Source: an optimization exercise on an open RTL-to-GDS flow (aim: small area, a short achievable clock period and few clock cycles). Production flows keep margins and buffers that such runs may drop. RTL that was checked went through simulation tests only; none was proved equivalent to the original. No activity file was given, so power comes from the tool's default toggle rates.

==> flow/design.v <==
module lenet_engine (
    input  wire        clk,
    input  wire        rst,         
    input  wire        start,
    input  wire [3:0]  op,
    output wire        busy,
    output reg         done,
    output reg         act_re,
    output reg  [14:0] act_raddr,
    input  wire [15:0] act_rdata,
    output reg         act_we,
    output reg  [14:0] act_waddr,
    output reg  [15:0] act_wdata,
    output reg         wt_re,
    output reg  [18:0] wt_raddr,
    input  wire [15:0] wt_rdata
);
    localparam [14:0] IMG_BASE   = 15'd0;
    localparam [14:0] C1_BASE    = 15'd784;
    localparam [14:0] P1_BASE    = 15'd12304;
    localparam [14:0] C2_BASE    = 15'd15184;
    localparam [14:0] P2_BASE    = 15'd17744;
    localparam [14:0] H1_BASE    = 15'd18384;
    localparam [14:0] LOGIT_BASE = 15'd18784;
    localparam [18:0] WC1_BASE = 19'd0;
    localparam [18:0] BC1_BASE = 19'd500;
    localparam [18:0] WC2_BASE = 19'd520;
    localparam [18:0] BC2_BASE = 19'd20520;
    localparam [18:0] WF1_BASE = 19'd20560;
    localparam [18:0] BF1_BASE = 19'd276560;
    localparam [18:0] WF2_BASE = 19'd276960;
    localparam [18:0] BF2_BASE = 19'd280960;
    reg        busy_r;
    reg        run;           
    reg        init;          
    reg  [6:1] st;            
    reg        fwd;           
    assign busy = busy_r;
    wire s_conv = st[1] | st[3];
    wire s_pool = st[2] | st[4];
    wire s_fc   = st[5] | st[6];
    reg [2:0] kx, ky;         
    reg [9:0] z;              
    reg [4:0] ox, oy;         
    reg [8:0] k;              
    reg       k_end;          
    reg [18:0] wsave;         
    reg i_bias;               
    reg i_first;              
    wire [14:0] in_base = ({15{st[1]}} & IMG_BASE) | ({15{st[2]}} & C1_BASE) |
                          ({15{st[3]}} & P1_BASE)  | ({15{st[4]}} & C2_BASE) |
                          ({15{st[5]}} & P2_BASE)  | ({15{st[6]}} & H1_BASE);
    wire [18:0] w_base  = ({19{st[1]}} & WC1_BASE) | ({19{st[3]}} & WC2_BASE) |
                          ({19{st[5]}} & WF1_BASE) | ({19{st[6]}} & WF2_BASE);
    wire [18:0] b_base  = ({19{st[1]}} & BC1_BASE) | ({19{st[3]}} & BC2_BASE) |
                          ({19{st[5]}} & BF1_BASE) | ({19{st[6]}} & BF2_BASE);
    wire [2:0]  kx0 = s_pool ? 3'd3 : 3'd4;
    wire [9:0]  z0  = ({10{st[3]}} & 10'd19) | ({10{st[5]}} & 10'd639) | ({10{st[6]}} & 10'd399);
    wire [4:0]  o0  = ({5{st[1]}} & 5'd23) | ({5{st[2]}} & 5'd11) |
                      ({5{st[3]}} & 5'd7)  | ({5{st[4]}} & 5'd3);
    wire [8:0]  k_last = ({9{st[1] | st[2]}} & 9'd19) | ({9{st[3] | st[4]}} & 9'd39) |
                         ({9{st[5]}} & 9'd399) | ({9{st[6]}} & 9'd9);
    wire kx0_z   = (kx == 3'd0);
    wire ky0_z   = (ky == 3'd0);
    wire z0_z    = (z == 10'd0);
    wire mac_end = z0_z & (s_fc | (kx0_z & ky0_z));
    wire ox_end  = (ox == 5'd0);
    wire oy_end  = (oy == 5'd0);
    wire plane_end = ox_end & oy_end;
    wire out_end = k_end & (s_fc | plane_end);
    wire chan_next = s_fc | plane_end;               
    reg [14:0] a_step;
    always @(*) begin
        a_step = 15'd1;
        if (s_pool) begin
            if (kx == 3'd2) a_step = st[2] ? 15'd23 : 15'd7;          
        end else if (s_conv && kx0_z) begin
            if (!ky0_z)     a_step = st[1] ? 15'd24 : 15'd8;          
            else            a_step = 15'd92;                          
        end
    end
    reg [14:0] o_step;
    always @(*) begin
        if (!ox_end)
            o_step = st[1] ? -15'd115 : st[3] ? -15'd2787 : st[2] ? -15'd23 : -15'd7;
        else
            o_step = st[1] ? -15'd111 : st[3] ? -15'd2783 : 15'd1;
    end
    wire o_load = s_fc | (s_conv & plane_end);      
    wire stage_last = !fwd | st[6];
    wire start_ok = start && !busy_r;
    wire op_run   = (op == 4'd15) || (op >= 4'd1 && op <= 4'd6);
    wire out_step = run & (s_pool ? kx0_z : i_bias);
    always @(posedge clk) begin
        if (rst) begin
            busy_r <= 1'b0;
            run    <= 1'b0;
            init   <= 1'b0;
            act_re <= 1'b0;
            wt_re  <= 1'b0;
            i_bias <= 1'b0;
        end else begin
            if (start_ok) begin
                busy_r <= 1'b1;
                fwd    <= (op == 4'd15);
                st     <= (op == 4'd15) ? 6'b000001 : (6'b000001 << (op[2:0] - 3'd1));
                init   <= op_run;
            end
            if (w_end)
                busy_r <= 1'b0;
            if (init) begin
                init <= 1'b0;
                run  <= 1'b1;
                act_raddr <= in_base;
                wt_raddr  <= w_base;
                wsave     <= w_base;
                i_bias    <= 1'b0;
                act_re    <= 1'b1;
                wt_re     <= !s_pool;
            end else if (run) begin
                if (!s_pool && !i_bias && !mac_end) begin
                    act_raddr <= act_raddr + a_step;
                    wt_raddr  <= wt_raddr + 19'd1;
                end else if (!s_pool && !i_bias) begin
                    i_bias   <= 1'b1;
                    act_re   <= 1'b0;
                    wt_raddr <= b_base + {10'd0, k};
                    if (chan_next)
                        wsave <= wt_raddr + 19'd1;
                    act_raddr <= o_load ? in_base : act_raddr + o_step;
                end else if (s_pool && !kx0_z) begin
                    act_raddr <= act_raddr + a_step;
                end else begin
                    i_bias   <= 1'b0;
                    wt_raddr <= wsave;
                    if (s_pool)
                        act_raddr <= act_raddr + o_step;
                    act_re <= 1'b1;
                    if (out_end) begin
                        act_re <= 1'b0;
                        wt_re  <= 1'b0;
                        run    <= 1'b0;
                        if (!stage_last) begin
                            st   <= st << 1;
                            init <= 1'b1;
                        end
                    end
                end
            end
        end
    end
    always @(posedge clk) begin
        if (init) begin
            kx <= kx0; ky <= 3'd4; z <= z0; ox <= o0; oy <= o0; k <= 9'd0;
            k_end <= 1'b0;
            i_first <= 1'b1;
        end else if (run) begin
            if (out_step) begin
                kx <= kx0; ky <= 3'd4; z <= z0;
                i_first <= 1'b1;
                if (chan_next) begin
                    ox <= o0; oy <= o0; k <= k + 9'd1;
                    k_end <= (k + 9'd1 == k_last);
                end else if (ox_end) begin
                    ox <= o0; oy <= oy - 5'd1;
                end else
                    ox <= ox - 5'd1;
            end else if (!i_bias) begin
                i_first <= 1'b0;
                if (s_fc) begin
                    z <= z - 10'd1;
                end else if (!kx0_z || s_pool) begin
                    kx <= kx - 3'd1;
                end else begin
                    kx <= 3'd4;
                    if (!ky0_z)
                        ky <= ky - 3'd1;
                    else begin
                        ky <= 3'd4;
                        z  <= z - 10'd1;
                    end
                end
            end
        end
    end
    reg d_end, r_end, m_end, a_end, w_end;
    reg d_bias, d_pool, d_first, d_last, d_relu;
    reg r_first, r_last, r_relu, r_pool;
    reg m_first, m_last, m_relu;
    reg fin, fin_relu;
    reg signed [15:0] a_r;
    reg [7:0] bd_one, bd_two, bd_neg;        
    reg [31:0] s_r, c_r;
    reg [31:0] acc;
    reg signed [15:0] pm;                    
    reg fin_pool;
    wire cmd_end = (out_step && out_end && stage_last) || (start_ok && !op_run);
    wire fin_nx  = m_last || (r_last && r_pool);
    always @(posedge clk) begin
        if (rst) begin
            d_end <= 1'b0; r_end <= 1'b0; m_end <= 1'b0; a_end <= 1'b0; w_end <= 1'b0;
            done  <= 1'b0;
            d_last <= 1'b0; r_last <= 1'b0; m_last <= 1'b0;
            d_pool <= 1'b0; r_pool <= 1'b0;
            fin    <= 1'b0;
            act_we <= 1'b0;
        end else begin
            d_end <= cmd_end;
            r_end <= d_end;
            m_end <= r_end;
            a_end <= m_end;
            w_end <= a_end;
            done  <= w_end;
            d_last <= out_step;
            d_pool <= run && s_pool;
            r_last <= d_last;
            r_pool <= d_pool;
            m_last <= r_last && !r_pool;
            fin    <= fin_nx;
            act_we <= fin;
        end
    end
    wire [16:0] wx = {wt_rdata, 1'b0};
    reg  [7:0] bo, bt, bn;
    integer j;
    always @(*) begin
        for (j = 0; j < 8; j = j + 1) begin
            bo[j] = wx[2*j] ^ wx[2*j+1];
            bt[j] = (wx[2*j+2] ^ wx[2*j+1]) & ~(wx[2*j] ^ wx[2*j+1]);
            bn[j] = wx[2*j+2] & ~(wx[2*j+1] & wx[2*j]);
        end
    end
    reg [31:0] row [0:8];
    reg [16:0] sel;
    integer i2;
    always @(*) begin
        row[8] = 32'hAAAB0000;              
        for (i2 = 0; i2 < 8; i2 = i2 + 1) begin
            sel = bd_one[i2] ? {a_r[15], a_r} : (bd_two[i2] ? {a_r, 1'b0} : 17'd0);
            if (bd_neg[i2]) sel = ~sel;
            row[i2] = {15'd0, ~sel[16], sel[15:0]} << (2*i2);
            row[8]  = row[8] | ({31'd0, bd_neg[i2]} << (2*i2));
        end
    end
    function [63:0] csa;                    
        input [31:0] x, y, w;
        csa = {((x & y) | (x & w) | (y & w)) << 1, x ^ y ^ w};
    endfunction
    wire [63:0] l1a = csa(row[0], row[1], row[2]);
    wire [63:0] l1b = csa(row[3], row[4], row[5]);
    wire [63:0] l1c = csa(row[6], row[7], row[8]);
    wire [63:0] l2a = csa(l1a[31:0], l1a[63:32], l1b[31:0]);
    wire [63:0] l2b = csa(l1b[63:32], l1c[31:0], l1c[63:32]);
    wire [63:0] l3a = csa(l2a[31:0], l2a[63:32], l2b[31:0]);
    wire [63:0] l4a = csa(l3a[31:0], l3a[63:32], l2b[63:32]);
    wire [31:0] acc_in = m_first ? 32'd0 : acc;
    wire [63:0] l5a = csa(acc_in, s_r, c_r);
    wire [31:0] acc_sum = l5a[31:0] + l5a[63:32];
    always @(posedge clk) begin
        d_bias  <= i_bias;
        d_first <= i_first && !i_bias;
        d_relu  <= !s_pool && !st[6];
        a_r <= d_bias ? 16'sd256 : $signed(act_rdata);
        bd_one <= bo; bd_two <= bt; bd_neg <= bn;
        r_first <= d_first; r_relu <= d_relu;
        s_r <= l4a[31:0];
        c_r <= l4a[63:32];
        m_first <= r_first; m_relu <= r_relu;
        acc <= acc_sum;
        if (r_pool && (r_first || (a_r > pm)))
            pm <= a_r;
        fin_relu <= m_relu;
        fin_pool <= r_pool;
        if (start_ok)
            act_waddr <= (op == 4'd15) ? (C1_BASE - 15'd1) :
                         ({15{op[2:0] == 3'd1}} & (C1_BASE - 15'd1)) |
                         ({15{op[2:0] == 3'd2}} & (P1_BASE - 15'd1)) |
                         ({15{op[2:0] == 3'd3}} & (C2_BASE - 15'd1)) |
                         ({15{op[2:0] == 3'd4}} & (P2_BASE - 15'd1)) |
                         ({15{op[2:0] == 3'd5}} & (H1_BASE - 15'd1)) |
                         ({15{op[2:0] == 3'd6}} & (LOGIT_BASE - 15'd1));
        else if (fin)
            act_waddr <= act_waddr + 15'd1;
        act_wdata <= fin_pool ? pm : (fin_relu && acc[31]) ? 16'd0 : acc[23:8];
    end
endmodule
clock: 10.0 ns
lec_check: 0
abc_clock_period_in_ps: 3000
cap_margin: 20
core_margin: 2
core_utilization: 40
cts_cluster_diameter: 100
cts_cluster_size: 24
slew_margin: 20
standard.sh (not shown) runs the stock make flow with config.mk's settings and CLKGATE_MAP_FILE= SYNTH_SCRIPT=/design/flow/synth_recipe.tcl, a recipe that flattens the netlist after the stock synthesis.
==> flow/flow/run.sh <==
#!/bin/bash
set -euo pipefail
bash standard.sh SETUP_SLACK_MARGIN=6.8 finish > flow_make.log 2>&1
==> next run, changes <==
--- a/flow/design.v
+++ b/flow/design.v
@@ -189,13 +189,12 @@
     reg m_first, m_last, m_relu;
     reg fin, fin_relu;
     reg signed [15:0] a_r;
     reg [7:0] bd_one, bd_two, bd_neg;        
     reg [31:0] s_r, c_r;
-    reg [31:0] acc;
-    reg signed [15:0] pm;                    
-    reg fin_pool;
+    reg [31:0] acc;       
+    reg        acc_cy;
     wire cmd_end = (out_step && out_end && stage_last) || (start_ok && !op_run);
     wire fin_nx  = m_last || (r_last && r_pool);
     always @(posedge clk) begin
         if (rst) begin
             d_end <= 1'b0; r_end <= 1'b0; m_end <= 1'b0; a_end <= 1'b0; w_end <= 1'b0;
@@ -234,12 +233,12 @@
     reg [16:0] sel;
     integer i2;
     always @(*) begin
         row[8] = 32'hAAAB0000;              
         for (i2 = 0; i2 < 8; i2 = i2 + 1) begin
-            sel = bd_one[i2] ? {a_r[15], a_r} : (bd_two[i2] ? {a_r, 1'b0} : 17'd0);
-            if (bd_neg[i2]) sel = ~sel;
+            sel = (({17{bd_one[i2]}} & {a_r[15], a_r}) | ({17{bd_two[i2]}} & {a_r, 1'b0})) ^
+                  {17{bd_neg[i2]}};
             row[i2] = {15'd0, ~sel[16], sel[15:0]} << (2*i2);
             row[8]  = row[8] | ({31'd0, bd_neg[i2]} << (2*i2));
         end
     end
     function [63:0] csa;                    
@@ -252,35 +251,43 @@
     wire [63:0] l2a = csa(l1a[31:0], l1a[63:32], l1b[31:0]);
     wire [63:0] l2b = csa(l1b[63:32], l1c[31:0], l1c[63:32]);
     wire [63:0] l3a = csa(l2a[31:0], l2a[63:32], l2b[31:0]);
     wire [63:0] l4a = csa(l3a[31:0], l3a[63:32], l2b[63:32]);
     wire [31:0] acc_in = m_first ? 32'd0 : acc;
-    wire [63:0] l5a = csa(acc_in, s_r, c_r);
-    wire [31:0] acc_sum = l5a[31:0] + l5a[63:32];
+    wire        cy_in  = m_first ? 1'b0 : acc_cy;
+    wire [63:0] l5a    = csa(acc_in, s_r, c_r);
+    wire [16:0] lo_sum = l5a[15:0] + l5a[47:32];
+    wire [15:0] hi_sum = l5a[31:16] + l5a[63:48] + {15'd0, cy_in};
+    wire [31:0] acc_sum = {hi_sum, lo_sum[15:0]};
+    wire [15:0] acc_hi = acc[31:16] + {15'd0, acc_cy};    
     always @(posedge clk) begin
         d_bias  <= i_bias;
         d_first <= i_first && !i_bias;
         d_relu  <= !s_pool && !st[6];
         a_r <= d_bias ? 16'sd256 : $signed(act_rdata);
         bd_one <= bo; bd_two <= bt; bd_neg <= bn;
         r_first <= d_first; r_relu <= d_relu;
         s_r <= l4a[31:0];
         c_r <= l4a[63:32];
         m_first <= r_first; m_relu <= r_relu;
-        acc <= acc_sum;
-        if (r_pool && (r_first || (a_r > pm)))
-            pm <= a_r;
-        fin_relu <= m_relu;
-        fin_pool <= r_pool;
+        acc_cy     <= r_pool ? 1'b0 : lo_sum[16];
+        acc[31:24] <= acc_sum[31:24];
+        acc[7:0]   <= acc_sum[7:0];
+        if (r_pool) begin
+            if (r_first || (a_r > $signed(acc[23:8])))
+                acc[23:8] <= a_r;
+        end else
+            acc[23:8] <= acc_sum[23:8];
+        fin_relu <= r_pool ? 1'b0 : m_relu;
         if (start_ok)
             act_waddr <= (op == 4'd15) ? (C1_BASE - 15'd1) :
                          ({15{op[2:0] == 3'd1}} & (C1_BASE - 15'd1)) |
                          ({15{op[2:0] == 3'd2}} & (P1_BASE - 15'd1)) |
                          ({15{op[2:0] == 3'd3}} & (C2_BASE - 15'd1)) |
                          ({15{op[2:0] == 3'd4}} & (P2_BASE - 15'd1)) |
                          ({15{op[2:0] == 3'd5}} & (H1_BASE - 15'd1)) |
                          ({15{op[2:0] == 3'd6}} & (LOGIT_BASE - 15'd1));
         else if (fin)
             act_waddr <= act_waddr + 15'd1;
-        act_wdata <= fin_pool ? pm : (fin_relu && acc[31]) ? 16'd0 : acc[23:8];
+        act_wdata <= (fin_relu && acc_hi[15]) ? 16'd0 : {acc_hi[7:0], acc[15:8]};
     end
 endmodule
After rerunning: First-iteration DRC count rises by about 15%. Synthesized cell count is lower by about 9%. Sequential power climbs by about 2%. Area after synthesis went down by 3.5%. Maximum frequency falls by about 0.36%. Via count shrinks by 3.5%. Routed wire length hardly moves. Clock skew increases by 0.018 ns. Count of clock-buffer cells in the layout stays the same. Sequential cell count drops by 16. Clock power came out higher by about 8%. Worst setup slack loses 0.012 ns. Core utilization goes down by 1.4 points. Total power falls by 1.8%.
Testbench counts after the change, summed over its fixed seeds: cycles 7,426,332.
Function not checked in the first run of this note: the RTL went through the layout flow alone.

==> separate check: timing with driven ports <==
The flow's constraints put no driver on any port. The routed layouts listed below were extracted and timed again, unchanged, in two steps. Step 1 assumes that a clkbuf_16 drives the clock port and a buf_2 every other input. Step 2 also shifts input and output timing later by t, the mid clock arrival at the registers, as if the neighbouring blocks saw the same clock. a / b / c = ideal / step 1 / step 2; a / b = the first two.
| run | shift t [ns] | setup slack, ns | worst setup path at the end | worst slew at a driven data input, ns |
|---|---|---|---|---|
| the first run | 0.591 | 6.769 / 6.710 / 6.332 | input to register | 0.09 |
| the second run | 0.595 | 6.757 / 6.753 / 6.336 | input to register | 0.09 |
After both steps setup and hold are still met in every run listed. For the first run, which loses most, drivers alone change the setup slack by -0.059 ns; drivers and shift together by -0.437 ns.
